Source: an optimization exercise on an open RTL-to-GDS flow (aim: small area). Production flows keep margins and buffers that such runs may drop. In this exercise RTL edits were held to simulation tests only and were not proved equivalent to the original. No activity file was given, so power comes from the tool's default toggle rates.

File: config.mk
export PLATFORM = sky130hd
export DESIGN_NAME = gen2_tx_core
export DESIGN_NICKNAME = gen2_tx_core
export VERILOG_FILES = /design/flow/design.v
export SDC_FILE = /design/flow/constraint.sdc
export NUM_CORES = 4
export LEC_CHECK = 0
export CAP_MARGIN = 20
export CORE_MARGIN = 2
export CORE_UTILIZATION = 60
export SLEW_MARGIN = 20
File: flow/lib_filter.py
"""Copy a liberty file without the cells that the platform's config.mk lists in
DONT_USE_CELLS. usage: lib_filter.py LIB CONFIG_MK OUT"""
import re
import sys

lib, cfg, out = sys.argv[1:4]
text = open(cfg).read()
m = re.search(r"DONT_USE_CELLS\s*\+?=\s*((?:.*\\\n)*.*)", text)
dont = set(re.findall(r"sky130_fd_sc_hd__\w+", m.group(1)))
src = open(lib).read()
res = []
pos = 0
dropped = []
for cm in re.finditer(r"\n(\s*)cell\s*\(\s*\"?(\w+)\"?\s*\)\s*\{", src):
    if cm.start() < pos:
        continue
    name = cm.group(2)
    # find the end of this cell group by brace matching
    i = cm.end()
    depth = 1
    while depth:
        c = src[i]
        if c == "{":
            depth += 1
        elif c == "}":
            depth -= 1
        i += 1
    if name in dont:
        res.append(src[pos:cm.start()])
        pos = i
        dropped.append(name)
res.append(src[pos:])
open(out, "w").write("".join(res))
print("dropped", len(dropped), "cells:", " ".join(dropped))
File: design.v
module gen2_tx_core (
    input  wire        clk,
    input  wire        rst,
    input  wire        op_valid,
    output wire        op_ready,
    input  wire [2:0]  op,
    input  wire [31:0] sample_rate,
    input  wire [31:0] dac_rate,
    input  wire        select_enabled,
    input  wire [7:0]  q_param,
    input  wire [15:0] mask_count,
    input  wire [31:0] cap,
    input  wire [15:0] n_in,
    input  wire [15:0] in_bits,
    input  wire [5:0]  reg_num,
    input  wire [31:0] reg_wdata,
    input  wire        mc_valid,
    output wire        mc_ready,
    input  wire [7:0]  mc_char,
    output reg         rsp_valid,
    output reg  [3:0]  status,
    output wire [31:0] written,
    output wire [15:0] consumed,
    output wire [31:0] rdata,
    output wire [31:0] rpt_nq,
    output wire [31:0] rpt_round,
    output wire [31:0] rpt_slot,
    output wire        smp_valid,
    output wire        smp_data,
    input  wire        smp_ready
);
    localparam [2:0] OP_CONSTRUCT = 3'd0, OP_STEP = 3'd1, OP_RD = 3'd2,
                     OP_WR = 3'd3;
    localparam [2:0] FT_NONE = 3'd0, FT_QUERY = 3'd1, FT_QADJ = 3'd2,
                     FT_SEL = 3'd3, FT_ACK = 3'd4, FT_QREP = 3'd5,
                     FT_NAK = 3'd6, FT_B01 = 3'd7;
    localparam [3:0] ST_IDLE = 4'd0, ST_MASK = 4'd1, ST_CQ = 4'd2,
                     ST_RESP = 4'd3, ST_WCLR = 4'd4, ST_WALK = 4'd5,
                     ST_NEED = 4'd6, ST_CHK = 4'd7, ST_FIN = 4'd8,
                     ST_UPD = 4'd9, ST_RDS = 4'd10;
    localparam [2:0] EM_FETCH = 3'd0, EM_LOAD = 3'd2,
                     EM_RUN = 3'd3, EM_XPREP = 3'd4, EM_XWAIT = 3'd5,
                     EM_XLD = 3'd6;
    localparam [3:0] V_ZERO = 4'd0, V_N = 4'd1, V_X0 = 4'd2, V_XQ = 4'd3,
                     V_FR = 4'd4, V_SR = 4'd5, V_NQ = 4'd6, V_RND = 4'd7,
                     V_SLT = 4'd8, V_SM = 4'd9, V_45 = 4'd10;
    localparam [19:0] D1M = 20'd1000000;
    reg  [7:0] pc;
    wire [5:0] t   = pc[5:0];
    wire       tlo = ~pc[5];
    wire       t63 = (t == 6'd63);
    always @(posedge clk)
        if (rst) pc <= 8'd0;
        else     pc <= pc + 8'd1;
    reg [3:0]  st;
    reg [2:0]  ns;
    reg        ready;
    reg [2:0]  cfgst;
    reg [3:0]  phase;
    reg [1:0]  dect, gatet;
    reg        expsel;
    reg        sel;
    reg [3:0]  qv;
    reg [7:0]  L;
    reg [17:0] q48;
    reg        cvalid;
    reg [5:0]  rnl;
    reg        ackx;
    reg        isrd;
    reg        mbad;
    reg        dry, xvalid;
    reg [2:0]  seg;
    reg [1:0]  sec;
    reg [7:0]  bi;
    reg        cb;
    reg [2:0]  ss;
    reg [2:0]  em;
    reg [24:0] S;
    reg [15:0] crc;
    reg        wa, wk, wsub, wneg, fin;
    reg [3:0]  wv;
    reg        sbor;
    reg        xact, xph, xmode, xfirst, xneg, xnn;
    reg [3:0]  hc;
    reg [4:0]  jc;
    reg [1:0]  xc;
    reg        xprev, qd;
    reg [31:0]  NQ, RND, SLT, SR, FR, W;
    reg [63:0]  X;
    reg [255:0] M;
    reg         nqc, rndc, sltc, wc;
    assign op_ready  = (st == ST_IDLE) && t63;
    assign written   = W;
    assign rdata     = W;
    assign rpt_nq    = NQ;
    assign rpt_round = RND;
    assign rpt_slot  = SLT;
    assign consumed  = !cvalid ? 16'd0 : ackx ? 16'd16 : X[61:46];
    wire accept = op_valid && op_ready;
    wire [7:0] dlt  = bi - pc;
    wire       algn = (dlt[3:0] == 4'd0);
    wire [3:0] mtap = dlt[7:4];
    wire       mrd  = M[{mtap, 4'b0000}];
    assign mc_ready = (st == ST_MASK) && (bi != L) && algn;
    wire mwe   = mc_ready && mc_valid;
    wire mwbit = (mc_char == 8'h31);
    reg [255:0] Mn;
    integer k;
    always @(*) begin
        Mn = {M[0], M[255:1]};
        for (k = 0; k < 16; k = k + 1)
            if (mwe && mtap == k[3:0])
                Mn[(16 * k + 255) % 256] = mwbit;
    end
    always @(posedge clk)
        M <= Mn;
    wire       trld;
    wire       xq_n, xq_s, xq_bo;
    reg  [5:0] qoff;
    always @(*) begin
        if ((wa && wv == V_N) || trld) qoff = 6'd2;
        else                        qoff = 6'd1;
    end
    wire [5:0] qidx = t + qoff;
    wire       qbit = (qidx < 6'd18) ? q48[qidx[4:0]] : 1'b0;
    wire       len0b = qbit & (t != 6'd63);
    wire       len1b = (t == 6'd0) ? q48[0] : qd;
    wire [15:0] nval = q48[17:2];
    wire [1:0]  fq   = q48[1:0];
    function [12:0] dval;
        input [3:0] s;
        begin
            case (s)
                4'd0:  dval = 13'd24;
                4'd1:  dval = 13'd48;
                4'd2:  dval = 13'd12;
                4'd4:  dval = 13'd200;
                4'd5:  dval = 13'd250;
                4'd6:  dval = 13'd1300;
                4'd7:  dval = 13'd4600;
                4'd8:  dval = 13'd300;
                4'd9:  dval = 13'd1500;
                4'd10: dval = 13'd2000;
                default: dval = 13'd0;
            endcase
        end
    endfunction
    reg        fs, tr, post, pv;
    reg [2:0]  ft;
    reg [3:0]  psym;
    always @(*) begin
        fs = 1'b0; tr = 1'b0; post = 1'b0; pv = 1'b1; ft = FT_NONE; psym = 4'd0;
        if (isrd) begin
            case (rnl)
            6'h23: ft = FT_B01;
            6'h2B: begin fs = 1'b1; tr = 1'b1; end
            6'h2C: fs = 1'b1;
            6'h2D: begin fs = 1'b1; ft = FT_QREP; end
            6'h2E: begin fs = 1'b1; ft = FT_NAK; end
            default: begin post = 1'b1; psym = rnl[3:0]; end
            endcase
        end else begin
            case (phase)
            4'd0: begin post = 1'b1; psym = 4'd9; end
            4'd1: begin post = 1'b1; psym = 4'd10; pv = 1'b0; end
            4'd2: begin fs = 1'b1; ft = FT_SEL; post = 1'b1; psym = 4'd8; end
            4'd3: begin fs = 1'b1; tr = 1'b1; ft = FT_QUERY; post = 1'b1; psym = 4'd6; end
            4'd4: begin fs = 1'b1; ft = FT_ACK; end
            4'd5: begin post = 1'b1; psym = 4'd7; end
            4'd6: begin fs = 1'b1; ft = FT_QREP; post = 1'b1; psym = 4'd6; end
            4'd7: begin fs = 1'b1; ft = FT_QADJ; post = 1'b1; psym = 4'd6; end
            4'd8, 4'd9: begin fs = 1'b1; ft = FT_NAK; post = 1'b1; psym = 4'd5; end
            default: ;
            endcase
        end
    end
    wire [3:0]  xsym = (st == ST_CQ) ? 4'd1 :
                       (st == ST_NEED && ns >= 3'd5) ? 4'd4 : psym;
    wire [12:0] dv    = dval(xsym);
    assign trld  = (st == ST_WALK) && (em == EM_XLD) && (sy == 3'd4);
    assign xq_n  = trld & qbit;
    wire   xq_bi = (t == 6'd0) ? 1'b0 : sbor;
    assign xq_s  = X[21] ^ xq_n ^ xq_bi;
    assign xq_bo = (~X[21] & xq_n) | (~X[21] & xq_bi) | (xq_n & xq_bi);
    always @(posedge clk) sbor <= xq_bo;
    wire        dmulb = dv[hc];
    wire [4:0]  hc16  = {1'b1, hc};
    wire        n1b   = (hc < 4'd9) ? ~S[hc16] : 1'b0;
    wire        n0b   = ~S[hc];
    wire [5:0] kdiv = t - {1'b0, jc};
    wire       dbit = (kdiv < 6'd20) ? D1M[kdiv[4:0]] : 1'b0;
    wire       dsub = ~xneg;
    wire [5:0] t20j = 6'd20 + {1'b0, jc};
    reg       xa, xo1, xo2, xcin0, xin;
    reg [1:0] xcur;
    always @(*) begin
        xa = 1'b0; xo1 = 1'b0; xo2 = 1'b0; xcin0 = 1'b0;
        if (xact && !xph) begin
            xa = (xfirst || t == 6'd0) ? 1'b0 : xprev;
            if (!xmode) xo1 = dmulb & tlo & FR[0];
            else begin
                xo1 = n1b & len1b;
                xo2 = n0b & len0b;
            end
        end else if (xact) begin
            xa = X[0];
            xo1 = dbit ^ dsub;
            xcin0 = dsub;
        end
        xcur = (t == 6'd0) ? {1'b0, xcin0} : xc;
    end
    wire [2:0] xsum = {2'b00, xa} + {2'b00, xo1} + {2'b00, xo2} + {1'b0, xcur};
    wire xlow = (t < 6'd46);
    wire ackin = (phase == 4'd4) && (n_in == 16'd16);
    reg [15:0] inrev;
    integer r;
    always @(*)
        for (r = 0; r < 16; r = r + 1)
            inrev[r] = in_bits[15 - r];
    always @(*) begin
        if (xact && !xph)
            xin = xlow ? xsum[0] : X[0];
        else if (xact) begin
            if (t <= t20j)             xin = xsum[0];
            else if (t == t20j + 6'd1) xin = ~xnn;
            else                       xin = X[0];
        end else
            xin = X[0];
    end
    always @(posedge clk) begin
        if (accept && op == OP_STEP)
            X <= {X[0], X[63], ackin ? inrev : n_in, X[46:1]};
        else
            X <= {xin, X[63:1]};
        xc    <= xsum[2:1];
        xprev <= X[0];
        qd    <= qbit;
        if (xact && xph && t == t20j)
            xnn <= xsum[0];
    end
    wire xdone = xact && t63 &&
                 ((!xph && hc == 4'd0 && xmode) || (xph && jc == 5'd0));
    reg [7:0] small8;
    always @(*) begin
        case (rnl)
            6'h00:   small8 = {4'd0, phase};
            6'h01:   small8 = {6'd0, dect};
            6'h02:   small8 = {6'd0, gatet};
            6'h03:   small8 = {7'd0, expsel};
            6'h07:   small8 = {7'd0, ready};
            6'h08:   small8 = {5'd0, cfgst};
            6'h12:   small8 = {7'd0, sel};
            6'h13:   small8 = {4'd0, qv};
            6'h15:   small8 = 8'd22;
            6'h16:   small8 = 8'd9;
            default: small8 = L;
        endcase
    end
    localparam [5:0] C45 = 6'd45;
    reg vb;
    always @(*) begin
        case (wv)
            V_N:     vb = qbit;
            V_X0:    vb = X[0];
            V_XQ:    vb = X[21] & (t < 6'd25);
            V_FR:    vb = FR[0];
            V_SR:    vb = SR[0];
            V_NQ:    vb = NQ[0];
            V_RND:   vb = RND[0];
            V_SLT:   vb = SLT[0];
            V_SM:    vb = (t < 6'd8) ? small8[t[2:0]] : 1'b0;
            V_45:    vb = (t < 6'd6) ? C45[t[2:0]] : 1'b0;
            default: vb = 1'b0;
        endcase
    end
    wire won  = wa && tlo;
    wire w_a  = wk ? W[0] : 1'b0;
    wire w_b  = vb ^ wsub;
    wire w_ci = (t == 6'd0) ? wsub : wc;
    wire w_s  = w_a ^ w_b ^ w_ci;
    wire w_co = (w_a & w_b) | (w_a & w_ci) | (w_b & w_ci);
    wire wld  = accept && (op == OP_STEP);
    always @(posedge clk) begin
        if (wld) W <= cap;
        else     W <= {won ? w_s : W[0], W[31:1]};
        wc <= w_co;
        if (wld)
            wneg <= 1'b0;
        else if (won && wsub && t == 6'd31)
            wneg <= wneg ^ ~w_co;
    end
    wire ldcfg = accept && (op == OP_CONSTRUCT);
    always @(posedge clk) begin
        if (ldcfg) begin
            SR <= sample_rate;
            FR <= dac_rate;
        end else begin
            SR <= {SR[0], SR[31:1]};
            FR <= {FR[0], FR[31:1]};
        end
    end
    wire cop     = (st == ST_CQ && ns == 3'd2) || (st == ST_UPD && ns == 3'd1);
    wire clr_all = (st == ST_CQ);
    wire inc_nq  = (phase == 4'd3) || (phase == 4'd6) || (phase == 4'd7);
    wire inc_rnd = (phase == 4'd3);
    wire inc_slt = (phase == 4'd6) || (phase == 4'd7);
    wire clr_slt = (phase == 4'd3);
    wire qld     = (st == ST_CQ && ns == 3'd2);
    wire con   = cop && tlo;
    wire nq_ci = (t == 6'd0) ? inc_nq  : nqc;
    wire rn_ci = (t == 6'd0) ? inc_rnd : rndc;
    wire sl_ci = (t == 6'd0) ? inc_slt : sltc;
    always @(posedge clk) begin
        NQ  <= {con ? (~clr_all & (NQ[0] ^ nq_ci)) : NQ[0], NQ[31:1]};
        RND <= {con ? (~clr_all & (RND[0] ^ rn_ci)) : RND[0], RND[31:1]};
        SLT <= {con ? (~clr_all & ~clr_slt & (SLT[0] ^ sl_ci)) : SLT[0], SLT[31:1]};
        nqc  <= NQ[0] & nq_ci;
        rndc <= RND[0] & rn_ci;
        sltc <= SLT[0] & sl_ci;
    end
    function [4:0] crc5f;
        input [16:0] p;
        integer i;
        reg [4:0] c;
        begin
            c = 5'b01001;
            for (i = 16; i >= 0; i = i - 1) begin
                if (c[4] ^ p[i]) c = {c[3:0], 1'b0} ^ 5'b01001;
                else             c = {c[3:0], 1'b0};
            end
            crc5f = c;
        end
    endfunction
    wire [16:0] qpre = {4'b1000, 1'b0, 2'b00, 1'b0, sel, sel, 2'b00, 1'b0, qv};
    wire [21:0] qfr  = {qpre, crc5f(qpre)};
    wire [27:0] shdr = {20'b1010_100_000_01_00100000, L};
    reg  [21:0] qfrr;
    reg  [27:0] shdrr;
    integer fi;
    always @(*) begin
        for (fi = 0; fi < 22; fi = fi + 1) qfrr[fi] = qfr[21 - fi];
        for (fi = 0; fi < 28; fi = fi + 1) shdrr[fi] = shdr[27 - fi];
    end
    localparam [8:0] QADJ_R = 9'b0000_01001;
    localparam [7:0] NAK_R  = 8'b0000_0011;
    reg fbit;
    always @(*) begin
        case (ft)
            FT_QUERY: fbit = qfrr[bi[4:0]];
            FT_QADJ:  fbit = QADJ_R[bi[3:0]];
            FT_SEL: begin
                case (sec)
                    2'd0:    fbit = shdrr[bi[4:0]];
                    2'd1:    fbit = mrd;
                    2'd2:    fbit = 1'b0;
                    default: fbit = ~crc[15];
                endcase
            end
            FT_ACK:   fbit = (bi[4:1] == 4'd0) ? bi[0] : X[0];
            FT_NAK:   fbit = NAK_R[bi[2:0]];
            FT_B01:   fbit = bi[0];
            default:  fbit = 1'b0;
        endcase
    end
    reg lastbit;
    always @(*) begin
        case (ft)
            FT_QUERY: lastbit = (bi == 8'd21);
            FT_QADJ:  lastbit = (bi == 8'd8);
            FT_SEL: begin
                case (sec)
                    2'd0:    lastbit = (bi == 8'd27);
                    2'd1:    lastbit = (bi + 8'd1 == L);
                    2'd2:    lastbit = 1'b1;
                    default: lastbit = (bi == 8'd15);
                endcase
            end
            FT_ACK:   lastbit = (bi == 8'd17);
            FT_QREP:  lastbit = (bi == 8'd3);
            FT_NAK:   lastbit = (bi == 8'd7);
            default:  lastbit = (bi == 8'd1);
        endcase
    end
    reg present;
    always @(*) begin
        case (seg)
            3'd0, 3'd1, 3'd2: present = fs;
            3'd3:             present = tr;
            3'd4:             present = (ft != FT_NONE);
            3'd5:             present = post;
            default:          present = 1'b0;
        endcase
    end
    localparam [1:0] SRC_N = 2'd0, SRC_K = 2'd1, SRC_X = 2'd2;
    wire       e0  = fq[1];
    wire [2:0] h1  = (fq == 2'd3) ? 3'd2 : (fq == 2'd2) ? 3'd1 : 3'd0;
    wire [2:0] fnz = {2'b00, |fq};
    wire [2:0] e0f = {1'b0, fq} + {2'b00, e0};
    reg [2:0] sy;
    always @(*) begin
        case (seg)
            3'd0:    sy = 3'd0;               
            3'd1:    sy = 3'd1;               
            3'd2:    sy = 3'd3;               
            3'd3:    sy = 3'd4;               
            3'd4:    sy = cb ? 3'd2 : 3'd1;   
            default: sy = 3'd5;               
        endcase
    end
    reg       sval, slast;
    reg [1:0] ssrc;
    reg [2:0] skv;
    always @(*) begin
        sval = 1'b0; slast = 1'b0; ssrc = SRC_N; skv = 3'd0;
        case (sy)
            3'd0: begin slast = 1'b1; end
            3'd1: begin
                case (ss)
                    3'd0:    sval = 1'b1;
                    3'd1:    ;
                    default: begin ssrc = SRC_K; skv = {2'b00, e0}; slast = 1'b1; end
                endcase
            end
            3'd2: begin
                case (ss)
                    3'd0, 3'd1, 3'd2: sval = 1'b1;
                    3'd3:    begin sval = 1'b1; ssrc = SRC_K; skv = h1; end
                    3'd4:    ;
                    default: begin ssrc = SRC_K; skv = fnz; slast = 1'b1; end
                endcase
            end
            3'd3: begin
                case (ss)
                    3'd0, 3'd1, 3'd2, 3'd3, 3'd4: sval = 1'b1;
                    3'd5:    begin sval = 1'b1; ssrc = SRC_K; skv = e0f; end
                    default: slast = 1'b1;
                endcase
            end
            3'd4: begin
                if (ss == 3'd0) begin sval = 1'b1; ssrc = SRC_X; end
                else slast = 1'b1;
            end
            default: begin sval = pv; ssrc = SRC_X; slast = 1'b1; end
        endcase
    end
    wire semit = (st == ST_WALK) && !dry && (em == EM_RUN);
    wire [15:0] slo_dec = S[15:0] - 16'd1;
    wire [8:0]  shi_dec = S[24:16] - 9'd1;
    wire snz   = (S != 25'd0);
    wire fetch_ok = !(seg == 3'd4 && ((ft == FT_SEL && sec == 2'd1 && !algn) ||
                                      (ft == FT_ACK && bi[4:1] != 4'd0 && t != bi[5:0] + 6'd44)));
    wire adv = (st == ST_WALK) &&
               ((em == EM_FETCH && dry && seg != 3'd6 && present && fetch_ok) ||
                (em == EM_RUN && !snz && slast));
    wire cbv = (em == EM_FETCH) ? fbit : cb;
    wire        crc_b  = (sec == 2'd3) ? crc[15] : cbv;
    wire        crc_fb = crc[15] ^ crc_b;
    wire [15:0] crc_nx = {crc[14:0], 1'b0} ^ (crc_fb ? 16'h1021 : 16'h0000);
    assign smp_valid = semit && snz;
    assign smp_data  = sval;
    wire [5:0] rn = reg_num;
    wire rd_ok = (rn <= 6'h08) || (rn >= 6'h10 && rn <= 6'h17) ||
                 (rn >= 6'h20 && rn <= 6'h2E);
    wire rd_walk = (rn >= 6'h20);
    reg [3:0] rdv;
    always @(*) begin
        case (rnl)
            6'h04:   rdv = V_NQ;
            6'h05:   rdv = V_RND;
            6'h06:   rdv = V_SLT;
            6'h10:   rdv = V_SR;
            6'h11:   rdv = V_FR;
            default: rdv = V_SM;
        endcase
    end
    always @(posedge clk) begin
        rsp_valid <= 1'b0;
        if (t63) begin
            wa   <= 1'b0;
        end
        if (xact && t63) begin
            if (!xph) begin
                xfirst <= 1'b0;
                if (hc == 4'd0) begin
                    if (!xmode) begin
                        xph  <= 1'b1;
                        jc   <= 5'd24;
                        xneg <= 1'b0;
                    end else
                        xact <= 1'b0;
                end else
                    hc <= hc - 4'd1;
            end else begin
                xneg <= xnn;
                if (jc == 5'd0) xact <= 1'b0;
                else            jc <= jc - 5'd1;
            end
        end
        if (qld && t < 6'd18)
            q48 <= {X[21], q48[17:1]};
        if (rst) begin
            st     <= ST_IDLE;
            ready  <= 1'b0;
            cfgst  <= 3'd0;
            xact   <= 1'b0;
            wa     <= 1'b0;
        end else begin
            case (st)
            ST_IDLE: if (accept) begin
                ns     <= 3'd0;
                isrd   <= 1'b0;
                cvalid <= 1'b0;
                dry <= 1'b1;
                seg <= 3'd0; sec <= 2'd0; bi <= 8'd0; em <= EM_FETCH;
                S <= {25{1'b1}};
                crc <= 16'hFFFF;
                fin <= 1'b0;
                case (op)
                OP_CONSTRUCT: begin
                    ready <= 1'b0;
                    sel   <= select_enabled;
                    qv    <= q_param[3:0];
                    L     <= mask_count[7:0];
                    mbad  <= 1'b0;
                    if (sample_rate == 32'd0 || dac_rate == 32'd0) begin
                        cfgst <= 3'd4; status <= 4'd4; st <= ST_RESP;
                    end else if (q_param > 8'd15) begin
                        cfgst <= 3'd5; status <= 4'd5; st <= ST_RESP;
                    end else if (mask_count > 16'd255) begin
                        cfgst <= 3'd6; status <= 4'd6; st <= ST_RESP;
                    end else
                        st <= ST_MASK;
                end
                OP_STEP: begin
                    ackx <= ackin;
                    if (!ready) begin
                        status <= 4'd9; st <= ST_WCLR;
                    end else if (phase > 4'd10) begin
                        status <= 4'd3; st <= ST_WCLR;
                    end else if (phase == 4'd4 && n_in != 16'd16) begin
                        status <= 4'd2; cvalid <= 1'b1; st <= ST_WCLR;
                    end else begin
                        st <= ST_WALK;
                    end
                end
                OP_RD: begin
                    isrd <= 1'b1;
                    rnl  <= reg_num;
                    if (rn == 6'h07 || rn == 6'h08) begin
                        status <= 4'd0; st <= ST_RDS;
                    end else if (!ready) begin
                        status <= 4'd9; st <= ST_WCLR;
                    end else if (!rd_ok) begin
                        status <= 4'd10; st <= ST_WCLR;
                    end else begin
                        status <= 4'd0;
                        if (rd_walk)
                            st <= ST_WALK;
                        else
                            st <= ST_RDS;
                    end
                end
                OP_WR: begin
                    st <= ST_RESP;
                    if (!ready)
                        status <= 4'd9;
                    else if (rn == 6'h00) begin
                        phase <= reg_wdata[3:0]; status <= 4'd0;
                    end else if (rn == 6'h01) begin
                        dect <= reg_wdata[1:0]; status <= 4'd0;
                    end else if (rn == 6'h02) begin
                        gatet <= reg_wdata[1:0]; status <= 4'd0;
                    end else
                        status <= 4'd10;
                end
                default: begin    
                    st <= ST_RESP;
                    if (!ready)
                        status <= 4'd9;
                    else begin
                        phase  <= 4'd0;
                        status <= 4'd0;
                    end
                end
                endcase
            end
            ST_MASK: begin
                if (bi == L) begin
                    if (mbad) begin
                        cfgst <= 3'd6; status <= 4'd6; st <= ST_RESP;
                    end else
                        st <= ST_CQ;
                end else if (mwe) begin
                    if (mc_char != 8'h30 && mc_char != 8'h31)
                        mbad <= 1'b1;
                    bi <= bi + 8'd1;
                end
            end
            ST_CQ: if (t63) begin
                case (ns)
                3'd0: begin
                    xact <= 1'b1; xph <= 1'b0; xmode <= 1'b0; xfirst <= 1'b1;
                    hc <= 4'd12;
                    ns <= 3'd1;
                end
                3'd1: if (xdone) begin
                    ns <= 3'd2;
                end
                default: begin
                    phase  <= 4'd0;
                    dect   <= 2'd0;
                    gatet  <= 2'd0;
                    expsel <= 1'b0;
                    cfgst  <= 3'd0;
                    ready  <= 1'b1;
                    status <= 4'd0;
                    st     <= ST_RESP;
                end
                endcase
            end
            ST_WALK: begin
                if (adv) begin
                    if (dry) begin
                        if (seg == 3'd0 || seg == 3'd1 || (seg == 3'd4 && !cbv))
                            S <= {S[24:16], slo_dec};
                        if (seg == 3'd2 || (seg == 3'd4 && cbv))
                            S <= {shi_dec, S[15:0]};
                    end
                    if (seg == 3'd4) begin
                        crc <= crc_nx;
                        if (lastbit) begin
                            bi <= 8'd0;
                            if (ft == FT_SEL && sec == 2'd0)
                                sec <= (L == 8'd0) ? 2'd2 : 2'd1;
                            else if (ft == FT_SEL && sec != 2'd3)
                                sec <= sec + 2'd1;
                            else begin
                                seg <= 3'd5; sec <= 2'd0;
                            end
                        end else
                            bi <= bi + 8'd1;
                    end else
                        seg <= seg + 3'd1;
                    em <= EM_FETCH;
                end
                case (em)
                EM_FETCH: begin
                    if (seg == 3'd6) begin
                        ns <= 3'd0;
                        if (!dry) begin
                            dry <= 1'b1; fin <= 1'b1;
                            seg <= 3'd0; sec <= 2'd0; bi <= 8'd0;
                            S <= {25{1'b1}};
                            crc <= 16'hFFFF;
                        end else if (fin)
                            st <= ST_FIN;
                        else
                            st <= ST_NEED;
                    end else if (!present) begin
                        seg <= seg + 3'd1; sec <= 2'd0; bi <= 8'd0;
                    end else if (fetch_ok && !dry) begin
                        cb <= fbit;
                        ss <= 3'd0;
                        em <= EM_LOAD;
                    end
                end
                EM_LOAD: begin
                    case (ssrc)
                    SRC_N: begin S <= {9'd0, nval}; em <= EM_RUN; end
                    SRC_K: begin S <= {22'd0, skv}; em <= EM_RUN; end
                    default: em <= EM_XPREP;
                    endcase
                end
                EM_RUN: begin
                    if (!snz) begin
                        if (!slast) begin
                            ss <= ss + 3'd1;
                            em <= EM_LOAD;
                        end
                    end else if (smp_ready)
                        S <= {(S[15:0] == 16'd0) ? shi_dec : S[24:16], slo_dec};
                end
                EM_XPREP: if (t63) begin
                    if (sy != 3'd4 && !xvalid) begin
                        xact <= 1'b1; xph <= 1'b0; xmode <= 1'b0; xfirst <= 1'b1;
                        hc <= 4'd12;
                        em <= EM_XWAIT;
                    end else begin
                        em <= EM_XLD;
                        wa <= 1'b1; wk <= 1'b1; wsub <= 1'b0; wv <= V_XQ;
                    end
                end
                EM_XWAIT: if (t63 && xdone) begin
                    em <= EM_XLD;
                    wa <= 1'b1; wk <= 1'b1; wsub <= 1'b0; wv <= V_XQ;
                end
                default: begin    
                    if (t <= 6'd24) S <= {xq_s, S[24:1]};
                    if (t == 6'd24) em <= EM_RUN;
                end
                endcase
            end
            ST_NEED: if (t63) begin
                case (ns)
                3'd0: begin
                    wa <= 1'b1; wk <= !isrd; wsub <= !isrd; wv <= fs ? V_N : V_ZERO;
                    ns <= 3'd1;
                end
                3'd1: begin
                    xact <= 1'b1; xph <= 1'b0; xmode <= 1'b1; xfirst <= 1'b1;
                    hc <= 4'd12;
                    ns <= 3'd2;
                end
                3'd2: if (xdone) begin
                    wa <= 1'b1; wk <= 1'b1; wsub <= !isrd; wv <= V_X0;
                    ns <= 3'd3;
                end
                3'd3: begin
                    if (post) begin
                        xact <= 1'b1; xph <= 1'b0; xmode <= 1'b0; xfirst <= 1'b1;
                        hc <= 4'd12;
                        ns <= 3'd4;
                    end else
                        ns <= 3'd5;
                end
                3'd4: if (xdone) begin
                    wa <= 1'b1; wk <= 1'b1; wsub <= !isrd; wv <= V_XQ;
                    ns <= 3'd5;
                end
                3'd5: begin
                    if (tr) begin
                        xact <= 1'b1; xph <= 1'b0; xmode <= 1'b0; xfirst <= 1'b1;
                        hc <= 4'd12;
                        ns <= 3'd6;
                    end else
                        ns <= 3'd7;
                end
                3'd6: if (xdone) begin
                    wa <= 1'b1; wk <= 1'b1; wsub <= !isrd; wv <= V_XQ;
                    ns <= 3'd7;
                end
                default: begin
                    ns <= 3'd0;
                    st <= isrd ? ST_RESP : ST_CHK;
                end
                endcase
            end
            ST_CHK: if (t63) begin
                wa <= 1'b1; wk <= 1'b0; wsub <= 1'b0; wv <= V_ZERO;
                if (!wneg) begin
                    xvalid <= post && !tr;
                    dry    <= 1'b0;
                    seg <= 3'd0; sec <= 2'd0; bi <= 8'd0; em <= EM_FETCH;
                    crc <= 16'hFFFF;
                    st     <= ST_WALK;
                end else begin
                    status <= 4'd1;
                    st     <= ST_RESP;
                end
            end
            ST_FIN: if (t63) begin
                case (ns)
                3'd0: begin
                    xact <= 1'b1; xph <= 1'b0; xmode <= 1'b1; xfirst <= 1'b1;
                    hc <= 4'd12;
                    ns <= 3'd1;
                end
                3'd1: if (xdone) begin
                    wa <= 1'b1; wk <= 1'b1; wsub <= 1'b0; wv <= V_X0;
                    ns <= 3'd2;
                end
                3'd2: begin
                    wa <= 1'b1; wk <= 1'b1; wsub <= 1'b0; wv <= fs ? V_N : V_ZERO;
                    ns <= 3'd3;
                end
                default: begin
                    ns <= 3'd0;
                    st <= ST_UPD;
                end
                endcase
            end
            ST_UPD: if (t63 && ns == 3'd0)
                ns <= 3'd1;      
            else if (t63) begin
                case (phase)
                4'd0: begin
                    if (sel) begin
                        expsel <= 1'b1;
                        phase  <= 4'd2;
                    end else
                        phase <= 4'd3;
                end
                4'd1: phase <= 4'd0;
                4'd2: phase <= 4'd3;
                4'd3: begin
                    dect <= 2'd1; gatet <= 2'd1; phase <= 4'd10;
                end
                4'd4: begin
                    dect <= 2'd2; gatet <= 2'd2; phase <= 4'd5;
                end
                4'd5, 4'd6, 4'd7: phase <= 4'd10;
                4'd8: phase <= 4'd3;
                4'd9: phase <= 4'd6;
                default: ;
                endcase
                status <= 4'd0;
                cvalid <= 1'b1;
                st     <= ST_RESP;
            end
            ST_RDS: if (t63) begin
                case (ns)
                3'd0: begin
                    wa <= 1'b1; wk <= 1'b0; wsub <= 1'b0; wv <= rdv;
                    ns <= 3'd1;
                    if (rnl != 6'h17) st <= ST_RESP;
                end
                default: begin
                    wa <= 1'b1; wk <= 1'b1; wsub <= 1'b0; wv <= V_45;
                    st <= ST_RESP;
                end
                endcase
            end
            ST_WCLR: if (t63) begin
                wa <= 1'b1; wk <= 1'b0; wsub <= 1'b0; wv <= V_ZERO;
                st <= ST_RESP;
            end
            default: begin    
                if (t63) begin
                    rsp_valid <= 1'b1;
                    st        <= ST_IDLE;
                end
            end
            endcase
        end
    end
endmodule
File: standard.sh
#!/bin/bash
# synth_recipe.tcl (not shown) runs the flow's synth.tcl, then flattens the netlist and writes it again
# the make line also repeats each setting of config.mk as NAME=value (left out here)
make -C /OpenROAD-flow-scripts/flow DESIGN_CONFIG=/design/flow/config.mk WORK_HOME=/design/flow/orfs CLKGATE_MAP_FILE= SYNTH_SCRIPT=/design/flow/synth_recipe.tcl "${@:-finish}"
File: flow/post_floorplan.tcl
# Remap the combinational logic for area; registers are left as they are.
file mkdir $::env(OBJECTS_DIR)/rmp
restructure -target area -liberty_file $::env(RMP_LIB) \
  -tielo_port sky130_fd_sc_hd__conb_1/LO -tiehi_port sky130_fd_sc_hd__conb_1/HI \
  -work_dir $::env(OBJECTS_DIR)/rmp
# restructure can leave buffers behind
remove_buffers
File: constraint.sdc
create_clock -name core_clock -period 15.0 [get_ports {clk}]
set_input_delay 3.0000 -clock core_clock [delete_from_list [all_inputs] [get_ports {clk}]]
set_output_delay 3.0000 -clock core_clock [all_outputs]
set_load 0.01 [all_outputs]
File: flow/run.sh
#!/bin/bash
# The standard layout (standard.sh, standard synthesis unchanged) with
# these changes:
#  - ports are buffered with the smallest buffer (buf_1);
#  - buffers that ABC inserted during synthesis are removed at floorplan,
#    then the combinational logic is remapped for area with OpenROAD's
#    restructure (registers are not touched), using the platform library
#    without the cells the platform marks don't-use;
#  - the clock tree is built from clkbuf_4 in clusters of 10, without
#    dummy loads.
# Output: standard_flow.log (make and every tool it runs), lib_filter.log;
# ORFS also keeps each step's log under orfs/logs.
set -euo pipefail
mkdir -p rmp
python3 flow/lib_filter.py "$FLOW_HOME/platforms/sky130hd/lib/sky130_fd_sc_hd__tt_025C_1v80.lib" \
  "$FLOW_HOME/platforms/sky130hd/config.mk" rmp/filtered.lib > lib_filter.log 2>&1
export RMP_LIB="$PWD/rmp/filtered.lib"
export BUFFER_PORTS_ARGS="-buffer_cell sky130_fd_sc_hd__buf_1"
export REMOVE_ABC_BUFFERS=1
export POST_FLOORPLAN_TCL="$PWD/flow/post_floorplan.tcl"
export CTS_ARGS="-sink_clustering_enable -repair_clock_nets -dont_use_dummy_load -buf_list sky130_fd_sc_hd__clkbuf_4 -sink_clustering_size 10 -sink_clustering_max_diameter 45"
bash standard.sh > standard_flow.log 2>&1
==> impl_metrics.ini, run 1 <==
[placement]
place_hpwl_um = 52900
io_buffers = 363
dp.cells = 3374
pre_cts_slack_ns = 7.71
place.gp.congestion = 0.979

[critical_path]
critical_path_arrival_ns = 4.96
critPathMaxFanout = 9
crit_type = flip-flop to output pin
rr_startpoint = pc[1]
crit_end = smp_valid
rrSetupSlack_ns = 7.50
start_kind = flip-flop
cp_top_family = simple AND/OR/NAND/NOR gates
cp-end-kind = output pin
path_depth = 18
reg2reg_depth = 21
slowest_delay_ns = 0.47
timing.rr.end = S[8]
startpoint = S[0]
path_buf_inv = 3
cp_slowest_cell = edfxtp_1
path_cells = nor2_1 -> clkinv_1 -> or3_1 -> nor2_1 -> nand2_1 -> nor2_1 -> nand3_1 -> or2_0 -> nor2_1 -> nand3_1 -> nor2_1 -> nand2_1 -> nor2_1 -> nand3_1 -> buf_4 -> nand2_1 -> nor3_1 -> buf_1
worst_path_most_repeated_cell = nor2_1
worstPathRequired_ns = 12.00

[die]
die-area_um2 = 49400
coreArea_um2 = 46800
die_y_um = 222
rows = 79
start_util_pct = 61.1
boundaryPins = 392
die_x_um = 222

[synthesis]
yosysTopAreaCell = dfxtp_1
synth_top_area_share_pct = 39.1
synth_ff_type = dfxtp_1
synth-seq-area-share_pct = 53.3
synth-seq-cells = 693
synth_commonest_cells = dfxtp_1, nand2_1, nor2_1, a21oi_1
yosys.cell_count.top_type = dfxtp_1
synthTopCellsByArea = dfxtp_1, edfxtp_1, mux2_2
ys_types = 96
ys_warn_count = 1
async_flop_share_pct = 0
synth_edf_count = 135
syn_area_per_cell_um2 = 10.3
syn_inst = 2778
syn_area_um2 = 28600

[run_status]
outcome = timing/DRC/antenna clean

[timing]
clock_skew_ns = 0.101
tns_ns = 0
finalCriticalPeriod_ns = 7.96
whs_ns = 0.249
maxSlewHeadroom_pct = 27.4
hold_viol = 0
tightestPinTransition_ns = 1.08
fin_crit_sh_pct = 53.1
rsz0062_at_grt = no
max_freq_ghz = 0.126
setup_violations = 0
worst_slack_ns = 7.04
drv_slew = 0

[finish]
syn_to_final_growth_pct = -2.25
final_util_pct = 59.7
final_layout_size_suffix_gt1_share_pct = 4.52
fin_nets = 3066
stdcell_count = 3467

[cts]
cts.root.buffer_cell = clkbuf_4
cts_tree = done
htree_levels = 3
post-cts-setup-buffers = 0
path_clk_slew_ns = 0.10
cts.repair.resized = 0
postCtsHoldBufs = 0
cts_buffers = 90
clock-sinks = 693
clock_latency_ns = 0.88
cts_buffer_depth = 3

[global_routing]
track_usage_pct = 28.7
grt_pass1_wl_um = 112000
grt_max_degree = 66
overflow = 0
antenna_found_initial = 1
grt_pass1_vias = 20100

[drt]
vias_per_cell = 6.15
wl_um = 72600
dr.pass1.iters = 10
detail-route-antenna-nets = 0
wl_per_cell_um = 20.9
drtIter0Drc = 2170
vias = 21300
drc = 0

[hold_path]
hold_class = flip-flop to flip-flop

[pwr]
cellPowerDensity_nw_per_um2 = 123
p_leak_nw = 9.34
vdd_drop_max_uv = 99.3

[run]
maxCapViolCount = 0
[area by class of cell]
type,instances,area [µm²]
multi-input cells,1386,8560
diodes,3,7.51
inverters,294,1100
clock buffers,90,676
well taps,607,759
repair buffers,394,1600
fillers,4083,18800
flip-flops and latches,693,15200
[power by group]
group,internal [mW],total [mW],switching (mW)
combinational,0.177,0.570,0.393
sequential,1.98,2.04,0.0669
clock,0.275,0.833,0.558
total,2.43,3.45,1.02
[worst min-delay path by stage]
| stage | cells after the start | end | start | slack, ns |
|---|---|---|---|---|
| 2_1_floorplan | 0 | M[0] | M[1] | 0.31 |
| 3_3_place_gp | 0 | X[19] | X[20] | 0.31 |
| 3_5_place_dp | 0 | M[101] | M[102] | 0.31 |
| 4_1_cts | 0 | M[210] | M[211] | 0.23 |
| 5_1_grt | 0 | M[210] | M[211] | 0.22 |
| 6_report | 0 | M[210] | M[211] | 0.25 |
[state kept, by name, indices dropped and copies added (netlist names), 5 cells and up, named ones only]
signal and count:
crc 16, S 25, FR 32, SR 32, NQ 32, q48 18
W 32, X 64, rnl 6, M 256, SLT 32, bi 8
RND 32, L 8, jc 5, pc 8
[layout by cell type, fill, tap and decap left out, types with 24 or more instances in the layout]
cell type	count
buf_1	363
edfxtp_1	135
o21ai_0	129
dfxtp_1	558
o21a_1	34
o22a_1	24
clkbuf_4	90
nand3_1	27
clkinv_1	294
a21oi_1	101
o221ai_1	50
a22oi_1	28
nand2_1	87
buf_4	31
nor3_1	79
nor2_1	254
o22ai_1	102
nor4_1	39
a31oi_1	25
a22o_1	100
or3_1	29
[through the flow]
step	total power, mW	cell area, µm²
finish	3.45	27900
global route	3.61	27900
CTS	3.46	27900
detailed placement	2.64	27200
global placement	2.63	27200
floorplan	2.60	27800
[logic make-up after synthesis]
family	Yosys count	synth area share, %
and+or+nand+nor	871	15.2
AOI/OAI and AO/OA	630	14.7
buffers and inverters	273	4.08
adders and majority gates	71	3.27
DFF	693	53.3
muxes	169	7.18
xor gates and xnor gates	71	2.25
[routing by layer]
metal	share of wire, %	GRT usage, %
met1	43	39.2
met2	46	45.1
met3	7.8	5.54
met4	3.4	11.0
met5	0	0
==> run 2, diff against run 1 <==
--- a/design.v
+++ b/design.v
@@ -65,5 +65,4 @@
     reg [17:0] q48;
     reg        cvalid;
-    reg [5:0]  rnl;
     reg        ackx;
     reg        isrd;
@@ -77,4 +76,5 @@
     reg [2:0]  em;
     reg [24:0] S;
+    wire [5:0] rnl = S[14:9];
     reg [15:0] crc;
     reg        wa, wk, wsub, wneg, fin;
@@ -187,5 +187,5 @@
     wire [4:0]  hc16  = {1'b1, hc};
     wire        n1b   = (hc < 4'd9) ? ~S[hc16] : 1'b0;
-    wire        n0b   = ~S[hc];
+    wire        n0b   = (hc < 4'd9) ? ~S[hc] : 1'b0;
     wire [5:0] kdiv = t - {1'b0, jc};
     wire       dbit = (kdiv < 6'd20) ? D1M[kdiv[4:0]] : 1'b0;
@@ -513,5 +513,5 @@
                 dry <= 1'b1;
                 seg <= 3'd0; sec <= 2'd0; bi <= 8'd0; em <= EM_FETCH;
-                S <= {25{1'b1}};
+                S <= {10'h3FF, reg_num, 9'h1FF};
                 crc <= 16'hFFFF;
                 fin <= 1'b0;
@@ -546,5 +546,4 @@
                 OP_RD: begin
                     isrd <= 1'b1;
-                    rnl  <= reg_num;
                     if (rn == 6'h07 || rn == 6'h08) begin
                         status <= 4'd0; st <= ST_RDS;
--- a/config.mk
+++ b/config.mk
@@ -8,4 +8,4 @@
 export CAP_MARGIN = 20
 export CORE_MARGIN = 2
-export CORE_UTILIZATION = 60
+export CORE_UTILIZATION = 40
 export SLEW_MARGIN = 20
==> run 2 against run 1 <==
Still clean. Clock power up 2%. Register-to-register slack better by 0.20 ns. Critical path depth down 3. Via count down 1.2%. Non-clock buffer count up 2. Largest power group unchanged.
==> impl_metrics.ini, run 2 <==
[drt]
vias_per_cell = 5.66
drc = 0
wl_per_cell_um = 20.7
detail-route-antenna-nets = 0
vias = 21000
wl_um = 76900
dr.pass1.iters = 7
drtIter0Drc = 2082

[synthesis]
syn_area_um2 = 27500
yosysTopAreaCell = dfxtp_1
async_flop_share_pct = 0
synth-seq-cells = 687
synth_commonest_cells = dfxtp_1, nand2_1, nor2_1, a21oi_1, edfxtp_1
yosys.cell_count.top_type = dfxtp_1
synth_top_area_share_pct = 40.6
ys_types = 97
synthTopCellsByArea = dfxtp_1, edfxtp_1, mux2_2
synth_ff_type = dfxtp_1
synth_edf_count = 129
syn_area_per_cell_um2 = 10.5
ys_warn_count = 1
synth-seq-area-share_pct = 54.7
syn_inst = 2630

[finish]
fin_nets = 3041
layout_common_cells = dfxtp_1, buf_1, clkinv_1, nor2_1, edfxtp_1
stdcell_count = 3716
multi_input_area_um2 = 8680
fillCellCount = 6682
seq_area_um2 = 15000
final_area_um2 = 28100
largest_reg_flops = 256
final_layout_size_suffix_gt1_share_pct = 4.77
reg_top3 = M (256), X (64)
mostFrequentLayoutCell = dfxtp_1
largest_register = M
syn_to_final_growth_pct = 2.40

[critical_path]
critical_path_arrival_ns = 4.94
rr_startpoint = bi[1]
path_cells = nor2_1 -> clkinv_1 -> nor2_1 -> nand4_1 -> or3_1 -> or3_1 -> or3_1 -> or2_0 -> nor2_1 -> nand2_1 -> nor3_1 -> nor2_1 -> clkinv_1 -> nor3_1 -> buf_1
reg2reg_depth = 23
critPathMaxFanout = 6
timing.rr.end = S[17]
worstPathRequired_ns = 12.00
crit_type = flip-flop to output pin
cp-end-kind = output pin
slowest_delay_ns = 0.48
cp_slowest_cell = nor3_1
start_kind = flip-flop
rrSetupSlack_ns = 7.70
worst_path_most_repeated_cell = nor2_1

[pwr]
power_switching_mw = 1.16
p_leak_nw = 9.40
p_comb_share_pct = 20.0
swShare_pct = 31.5
p_seq_share_pct = 57.1
vdd_drop_max_uv = 46.4
p_int_mw = 2.53
clkPwrFrac_pct = 23.0
cellPowerDensity_nw_per_um2 = 131

[cts]
cts.repair.resized = 0
clock-sinks = 687
post-cts-setup-buffers = 0
cts_tree = done
path_clk_slew_ns = 0.09
postCtsHoldBufs = 0
htree_levels = 3
clock_latency_ns = 0.89
cts_buffer_depth = 3
cts_buffers = 93
cts.root.buffer_cell = clkbuf_4

[global_routing]
grt_max_degree = 67
track_usage_pct = 21.1
grt_pass1_wl_um = 117000
antenna_found_initial = 1
overflow = 0
grt_pass1_vias = 20100

[timing]
fin_crit_sh_pct = 52.9
clock_skew_ns = 0.130
finalCriticalPeriod_ns = 7.94
tightestPinTransition_ns = 1.22
maxSlewHeadroom_pct = 17.9
tns_ns = 0
hold_viol = 0
max_freq_ghz = 0.126
drv_slew = 0
rsz0062_at_grt = no
setup_violations = 0

[placement]
place.gp.congestion = 0.977
io_buffers = 363
placed_area_um2 = 27400
dp.cells = 3621
place_hpwl_um = 56900

[die]
die_x_um = 266
coreArea_um2 = 68300
die-area_um2 = 70800
start_util_pct = 40.2
boundaryPins = 392
die_y_um = 266
rows = 96

[run]
maxCapViolCount = 0

[hold_path]
hold_end = M[138]
hp-start = M[139]
hold_class = flip-flop to flip-flop
whs_path_depth = 0

[run_status]
outcome = timing/DRC/antenna clean
-- run 2: cell count changes in the layout (fill, tap and decap cells not counted), sizes merged, moves of 10 or more --
| cell | previous run | this run |
|---|---|---|
| nand2 | 87 | 70 |
| o221ai | 50 | 35 |
| or2 | 7 | 18 |
| clkinv | 294 | 266 |
| a21o | 3 | 20 |
| nor2b | 8 | 27 |
| a21oi | 102 | 64 |
| o22a | 24 | 42 |
| a31oi | 26 | 39 |
| nor2 | 257 | 247 |
-- run 2: layout make-up --
type | instances | share of cell area, %
sequential | 687 | 53.5
antenna | 2 | 0.0178
timing repair buffer | 396 | 5.72
multi-input combinational | 1389 | 30.8
inverter | 267 | 3.56
clock buffer | 93 | 2.48
tap | 882 | 3.92
-- run 2: power by group through the flow --
stage               registers, mW  clock network, mW  logic (mW)
global placement             2.14                  0       0.704
global route                 2.12              0.968       0.794
floorplan                    2.09                  0       0.424
CTS                          2.11              0.895       0.716
detailed placement           2.15                  0       0.712
finish                       2.11              0.848       0.737
-- run 2: per-layer routing --
metal	track usage [%]	up-vias	wire (µm)
met5	0	-	0
met4	8.43	0	2570
met3	3.87	163	6100
met2	32.3	990	34100
met1	29.5	10100	34200
li1	-	9832	-
-- run 2: cells by family after synthesis --
family,after synthesis,synth area share (%)
buf+inv,251,3.97
flops,687,54.7
xor+xnor,74,2.41
fa+ha+maj,72,3.43
compound gates,569,13.7
simple gates,819,14.8
mux,158,6.97
-- run 2: worst max-delay path, delay by kind of cell (launching register included) --
kind	cells	cell delay (ns)
flops	1	0.47
buf+inv	3	0.42
simple gates	12	3.18
-- run 2: worst max-delay path by stage --
stage	start	to	slack (ns)
floorplan	op[1]	X[63]	7.22
global placement	bi[1]	S[5]	7.83
detailed placement	bi[1]	S[17]	7.98
CTS	S[0]	smp_valid	6.99
global route	S[0]	smp_valid	6.71
finish	S[0]	smp_valid	7.06
-- run 2: per-stage QoR --
stage / utilization (%) / setup WS [ns] / power (mW) / hold WS (ns)
after floorplan: - / 7.22 / 2.51 / 0.310
after global placement: 40.1 / 7.83 / 2.85 / 0.310
after detailed placement: 40.1 / 7.98 / 2.86 / 0.312
after CTS: 41.2 / 6.99 / 3.72 / 0.264
after global routing: 41.2 / 6.71 / 3.88 / 0.261
final: 41.2 / 7.06 / 3.69 / 0.261
==> run 3, diff against run 2 <==
--- a/config.mk
+++ b/config.mk
@@ -8,4 +8,4 @@
 export CAP_MARGIN = 20
 export CORE_MARGIN = 2
-export CORE_UTILIZATION = 40
+export CORE_UTILIZATION = 60
 export SLEW_MARGIN = 20
==> run 3 against run 2 <==
Register-to-register slack improved by 0.05 ns. Largest cell class unchanged. Synthesized area is the same. Total power fell by 1.1%. Global-route usage up 9.5 points. Core utilization grew 20 points. Setup slack improved by 0.0099 ns. Non-clock buffer count fell by 6. Design area decreased by 1.6%.
==> impl_metrics.ini, run 3 <==
[cts]
cts_buffers = 88
post-cts-setup-buffers = 0
postCtsHoldBufs = 0
cts.repair.resized = 0
htree_levels = 3
path_clk_slew_ns = 0.10
clock_latency_ns = 0.83
cts_tree = done
clock-sinks = 687
cts.root.buffer_cell = clkbuf_4
cts_buffer_depth = 3

[run_status]
outcome = timing/DRC/antenna clean

[global_routing]
grt_max_degree = 66
overflow = 0
grt_pass1_wl_um = 112000
grt_pass1_vias = 19900
antenna_found_initial = 4
track_usage_pct = 30.6

[synthesis]
synth_top_area_share_pct = 40.6
synth-seq-area-share_pct = 54.7
synth_edf_count = 129
syn_area_per_cell_um2 = 10.5
synth_commonest_cells = dfxtp_1, nand2_1, nor2_1, a21oi_1, edfxtp_1
syn_area_um2 = 27500
yosys.cell_count.top_type = dfxtp_1
synth-seq-cells = 687
synth_ff_type = dfxtp_1
ys_warn_count = 1
syn_inst = 2630
async_flop_share_pct = 0
ys_types = 97
synthTopCellsByArea = dfxtp_1, edfxtp_1, mux2_2
yosysTopAreaCell = dfxtp_1

[finish]
reg_top3 = M (256), X (64)
largest_register = M
final_util_pct = 61.2
final_layout_size_suffix_gt1_share_pct = 4.29
largest_reg_flops = 256
stdcell_count = 3424
final_area_um2 = 27700
mostFrequentLayoutCell = dfxtp_1
fillCellCount = 3930
layout_common_cells = dfxtp_1, buf_1, clkinv_1, nor2_1, edfxtp_1
syn_to_final_growth_pct = 0.810
fin_nets = 3030

[pwr]
vdd_drop_max_uv = 104
p_leak_nw = 9.35
cellPowerDensity_nw_per_um2 = 132

[placement]
dp.cells = 3332
place.gp.congestion = 0.976
placed_area_um2 = 27000
io_buffers = 363
place_hpwl_um = 54900

[drt]
drtIter0Drc = 2275
wl_per_cell_um = 21.5
vias = 21200
drc = 0
wl_um = 73700
dr.pass1.iters = 8
detail-route-antenna-nets = 0
vias_per_cell = 6.18

[timing]
rsz0062_at_grt = no
tightestPinTransition_ns = 1.13
drv_slew = 0
whs_ns = 0.287
maxSlewHeadroom_pct = 24.3
finalCriticalPeriod_ns = 7.93
max_freq_ghz = 0.126
hold_viol = 0
setup_violations = 0
fin_crit_sh_pct = 52.9
tns_ns = 0
clock_skew_ns = 0.0890

[critical_path]
cp_top_family = simple AND/OR/NAND/NOR gates
cp_slowest_cell = nor3_1
cp-end-kind = output pin
startpoint = S[0]
slowest_delay_ns = 0.54
path_buf_inv = 3
path_cells = nor2_1 -> clkinv_1 -> nor2_1 -> nand4_1 -> or3_1 -> or3_1 -> or3_1 -> or2_0 -> nor2_1 -> nand2_1 -> nor3_1 -> nor2_1 -> clkinv_1 -> nor3_1 -> buf_1
rr_startpoint = bi[1]
critPathMaxFanout = 6
start_kind = flip-flop
worst_path_most_repeated_cell = nor2_1
critical_path_arrival_ns = 4.93
worstPathRequired_ns = 12.00
crit_type = flip-flop to output pin

[die]
die_x_um = 218
die-area_um2 = 47500
rows = 78
boundaryPins = 392
die_y_um = 218
start_util_pct = 60.7
coreArea_um2 = 45300

[hold_path]
hold_class = flip-flop to flip-flop
hp-start = X[37]

[run]
maxCapViolCount = 0
==> run 3: cell count changes in the layout (fill, tap and decap cells not counted), sizes merged <==
cell    delta
buf        -6
clkbuf     -5
diode      +1
==> run 3: cell families after synthesis <==
kind of cell / after synthesis / synth area share [%]
and+or+nand+nor: 819 / 14.8
buffers and inverters: 251 / 3.97
AOI/OAI and AO/OA: 569 / 13.7
xor gates and xnor gates: 74 / 2.41
muxes: 158 / 6.97
DFF: 687 / 54.7
adders and majority gates: 72 / 3.43
==> run 3: worst paths after layout <==
check	end	slack, ns	depth (start not counted)
max	smp_valid	7.07	15
min	X[36]	0.29	0
max reg2reg	S[6]	7.75	25
min reg2reg	X[36]	0.29	0
==> run 3: area by class of cell <==
type | instances | area [µm²] | share of cell area, %
clock buffers | 88 | 661 | 2.38
inverters | 267 | 1000 | 3.62
diodes | 3 | 7.51 | 0.0271
repair buffers | 390 | 1580 | 5.69
multi-input cells | 1389 | 8660 | 31.3
well taps | 600 | 751 | 2.71
flip-flops and latches | 687 | 15000 | 54.3
==> run 3: worst register-to-register path: cells and delay by family (launching register included) <==
| family | cells | cell delay, ns |
|---|---|---|
| XOR/XNOR | 1 | 0.57 |
| AND/OR/NAND/NOR | 7 | 1.49 |
| AO/OA/AOI/OAI | 11 | 2.65 |
| buffers and inverters | 6 | 1.52 |
| flip-flops | 1 | 0.76 |
==> run 3: metrics by stage <==
step                      total power [mW]  setup WS (ns)
after floorplan                       2.51           7.22
after global placement                2.83           8.03
after detailed placement              2.84           8.01
after CTS                             3.66           7.09
after global routing                  3.82           6.87
final                                 3.65           7.07
==> run 3: power by group <==
group | internal [mW] | switching (mW)
sequential | 2.01 | 0.104
combinational | 0.233 | 0.482
clock | 0.270 | 0.552
==> run 3: per-layer routing <==
layer / track usage (%) / vias up / routed length (µm)
li1: - / 9827 / -
met1: 40.8 / 9985 / 30600
met2: 47.5 / 1165 / 33000
met3: 7.07 / 194 / 6810
met4: 13.8 / 0 / 3260
met5: 0 / - / 0
==> run 4, diff against run 3 <==
--- a/config.mk
+++ b/config.mk
@@ -8,4 +8,4 @@
 export CAP_MARGIN = 20
 export CORE_MARGIN = 2
-export CORE_UTILIZATION = 60
+export CORE_UTILIZATION = 70
 export SLEW_MARGIN = 20
==> run 4 against run 3 <==
Clock power fell by 2%. Fmax rose by 2.0%. Worst hold slack got worse by 0.030 ns. Sequential power barely moved. Synthesized cell count did not move. Critical path depth rose by 1. Global-route usage rose by 6.7 points.
==> impl_metrics.ini, run 4 <==
[run_status]
outcome = timing/DRC/antenna clean

[global_routing]
track_usage_pct = 37.3
grt_max_degree = 67
overflow = 0
grt_pass1_wl_um = 117000
grt_pass1_vias = 21100
antenna_found_initial = 1

[finish]
largest_reg_flops = 256
reg_top3 = M (256), X (64)
largest_register = M
stdcell_count = 3338
fin_nets = 3028
fillCellCount = 2903
mostFrequentLayoutCell = dfxtp_1
final_layout_size_suffix_gt1_share_pct = 4.29
syn_to_final_growth_pct = 0.351
layout_common_cells = dfxtp_1, buf_1, clkinv_1, nor2_1, edfxtp_1
final_util_pct = 71.2
final_area_um2 = 27600

[critical_path]
path_cells = nor2_1 -> clkinv_1 -> nor2_1 -> nand4_1 -> or3_1 -> or3_1 -> or3_1 -> or2_0 -> nor2_1 -> nand2_1 -> nor3_1 -> buf_4 -> nor2_1 -> clkinv_1 -> nor3_1 -> buf_1
timing.rr.end = S[17]
cp_slowest_cell = edfxtp_1
crit_type = flip-flop to output pin
cp_top_family = simple AND/OR/NAND/NOR gates
critPathMaxFanout = 6
critical_path_arrival_ns = 4.77
path_buf_inv = 4
start_kind = flip-flop
rr_startpoint = bi[1]
cp-end-kind = output pin
rrSetupSlack_ns = 7.60
worstPathRequired_ns = 12.00
reg2reg_depth = 23
worst_path_most_repeated_cell = nor2_1
slowest_delay_ns = 0.49

[placement]
placed_area_um2 = 26900
place.gp.congestion = 1.00
dp.cells = 3253
pre_cts_slack_ns = 8.04
place_hpwl_um = 58200
io_buffers = 363

[die]
coreArea_um2 = 38700
die_y_um = 202
boundaryPins = 392
die-area_um2 = 40900
die_x_um = 202
rows = 72
start_util_pct = 70.9

[pwr]
swShare_pct = 31.2
p_leak_nw = 9.33
cellPowerDensity_nw_per_um2 = 132
clkPwrFrac_pct = 22.2
p_comb_share_pct = 19.6
power_switching_mw = 1.13
vdd_drop_max_uv = 72.3
p_seq_share_pct = 58.2
p_int_mw = 2.50
design_power_total_mw = 3.63

[synthesis]
syn_area_um2 = 27500
syn_inst = 2630
ys_warn_count = 1
yosys.cell_count.top_type = dfxtp_1
synth_top_area_share_pct = 40.6
syn_area_per_cell_um2 = 10.5
yosysTopAreaCell = dfxtp_1
synth-seq-cells = 687
synth-seq-area-share_pct = 54.7
synthTopCellsByArea = dfxtp_1, edfxtp_1, mux2_2
synth_ff_type = dfxtp_1
synth_edf_count = 129
ys_types = 97
async_flop_share_pct = 0
synth_commonest_cells = dfxtp_1, nand2_1, nor2_1, a21oi_1, edfxtp_1

[timing]
tightestPinTransition_ns = 1.08
rsz0062_at_grt = no
hold_viol = 0
finalCriticalPeriod_ns = 7.77
clock_skew_ns = 0.121
tns_ns = 0
max_freq_ghz = 0.129
fin_crit_sh_pct = 51.8
setup_violations = 0
whs_ns = 0.258
drv_slew = 0
worst_slack_ns = 7.23
maxSlewHeadroom_pct = 27.8

[drt]
drtIter0Drc = 3161
drc = 0
wl_um = 77600
dr.pass1.iters = 10
wl_per_cell_um = 23.2
vias = 22000
vias_per_cell = 6.60
detail-route-antenna-nets = 0

[cts]
cts_buffer_depth = 3
clock-sinks = 687
htree_levels = 3
path_clk_slew_ns = 0.10
clock_latency_ns = 0.87
post-cts-setup-buffers = 0
cts.repair.resized = 0
cts_tree = done
cts.root.buffer_cell = clkbuf_4
cts_buffers = 84
postCtsHoldBufs = 0

[hold_path]
hold_end = M[33]
hp-start = M[34]
hold_class = flip-flop to flip-flop
whs_path_depth = 0

[run]
maxCapViolCount = 0
==> run 4: cell families after synthesis <==
logic type / Yosys count / synth area share (%)
simple gates: 819 / 14.8
flops: 687 / 54.7
compound gates: 569 / 13.7
buf+inv: 251 / 3.97
mux: 158 / 6.97
xor+xnor: 74 / 2.41
fa+ha+maj: 72 / 3.43
==> run 4: metal layers <==
layer | track usage (%) | wire length [µm]
met3 | 8.26 | 8870
met2 | 59.6 | 35300
met4 | 22.2 | 4840
met5 | 0 | 0
met1 | 46.5 | 28600
==> run 4: cell type report <==
| class | count | area (µm²) | area share [%] |
|---|---|---|---|
| tap | 518 | 648 | 2.35 |
| antenna | 1 | 2.50 | 0.00907 |
| multi-input combinational | 1389 | 8670 | 31.4 |
| inverter | 267 | 1000 | 3.63 |
| timing repair buffer | 392 | 1580 | 5.73 |
| sequential | 687 | 15000 | 54.5 |
| clock buffer | 84 | 631 | 2.29 |
==> run 4: worst max path at each step <==
stage,depth (start not counted),startpoint,end,slack [ns]
global placement,23,bi[1],S[17],8.23
floorplan,5,op[1],X[63],7.22
finish,16,S[0],smp_valid,7.23
global route,14,pc[0],op_ready,7.00
detailed placement,25,bi[1],S[6],8.04
CTS,16,S[0],smp_valid,7.29
==> run 4: worst register-to-register path: stages, from the launching register on <==
cell and delay, ns:
edfxtp_1 0.79, clkinv_1 0.48, o21ai_0 0.27, o22ai_1 0.12, o22ai_1 0.33, clkinv_1 0.11, o22ai_1 0.23, clkinv_1 0.10
o22ai_1 0.22, o22ai_1 0.21, o22ai_1 0.22, a2bb2oi_1 0.90, clkinv_1 0.45, nor3_1 0.27, o41ai_1 0.15, or2_0 0.25
o21ai_0 0.23, nor2_1 0.10, o21ai_0 0.69, clkinv_1 0.30, nor2_1 0.26, nor2_1 0.10, or3_1 0.32, o2111ai_1 0.09
==> run 4: power groups by stage <==
stage	clock, mW	combinational [mW]	sequential, mW
CTS	0.826	0.685	2.11
finish	0.806	0.714	2.11
global placement	0	0.667	2.15
floorplan	0	0.424	2.09
global route	0.897	0.762	2.13
detailed placement	0	0.681	2.15

==> separate check: timing with driven ports <==
No port has a modelled driver above. Below, the same layouts with a new extraction and two added sets of constraints. Step 1 assumes that a clkbuf_16 drives the clock port and a buf_2 every other input. Step 2 adds t to the input delays and takes it off the output delays; t is the mean of the earliest and latest rising clock arrival at the registers after step 1. Input paths then give back, and output paths get back, about the clock's delay inside the block. Three values: no drivers, after step 1, after step 2; two values: the first two.
| run | t (ns) | slack for setup (ns) | hold slack, ns | clock arrival spread, ns |
|---|---|---|---|---|
| run 1 | 0.867 | 7.038 / 6.995 / 7.501 | 0.249 / 0.249 / 0.249 | 0.106 / 0.107 |
| run 2 | 0.880 | 7.062 / 7.004 / 7.703 | 0.261 / 0.261 / 0.261 | 0.130 / 0.130 |
| run 3 | 0.834 | 7.072 / 7.024 / 7.746 | 0.287 / 0.287 / 0.287 | 0.089 / 0.089 |
| run 4 | 0.851 | 7.230 / 7.179 / 7.602 | 0.258 / 0.258 / 0.258 | 0.136 / 0.135 |
After both steps every run listed still meets setup and hold.
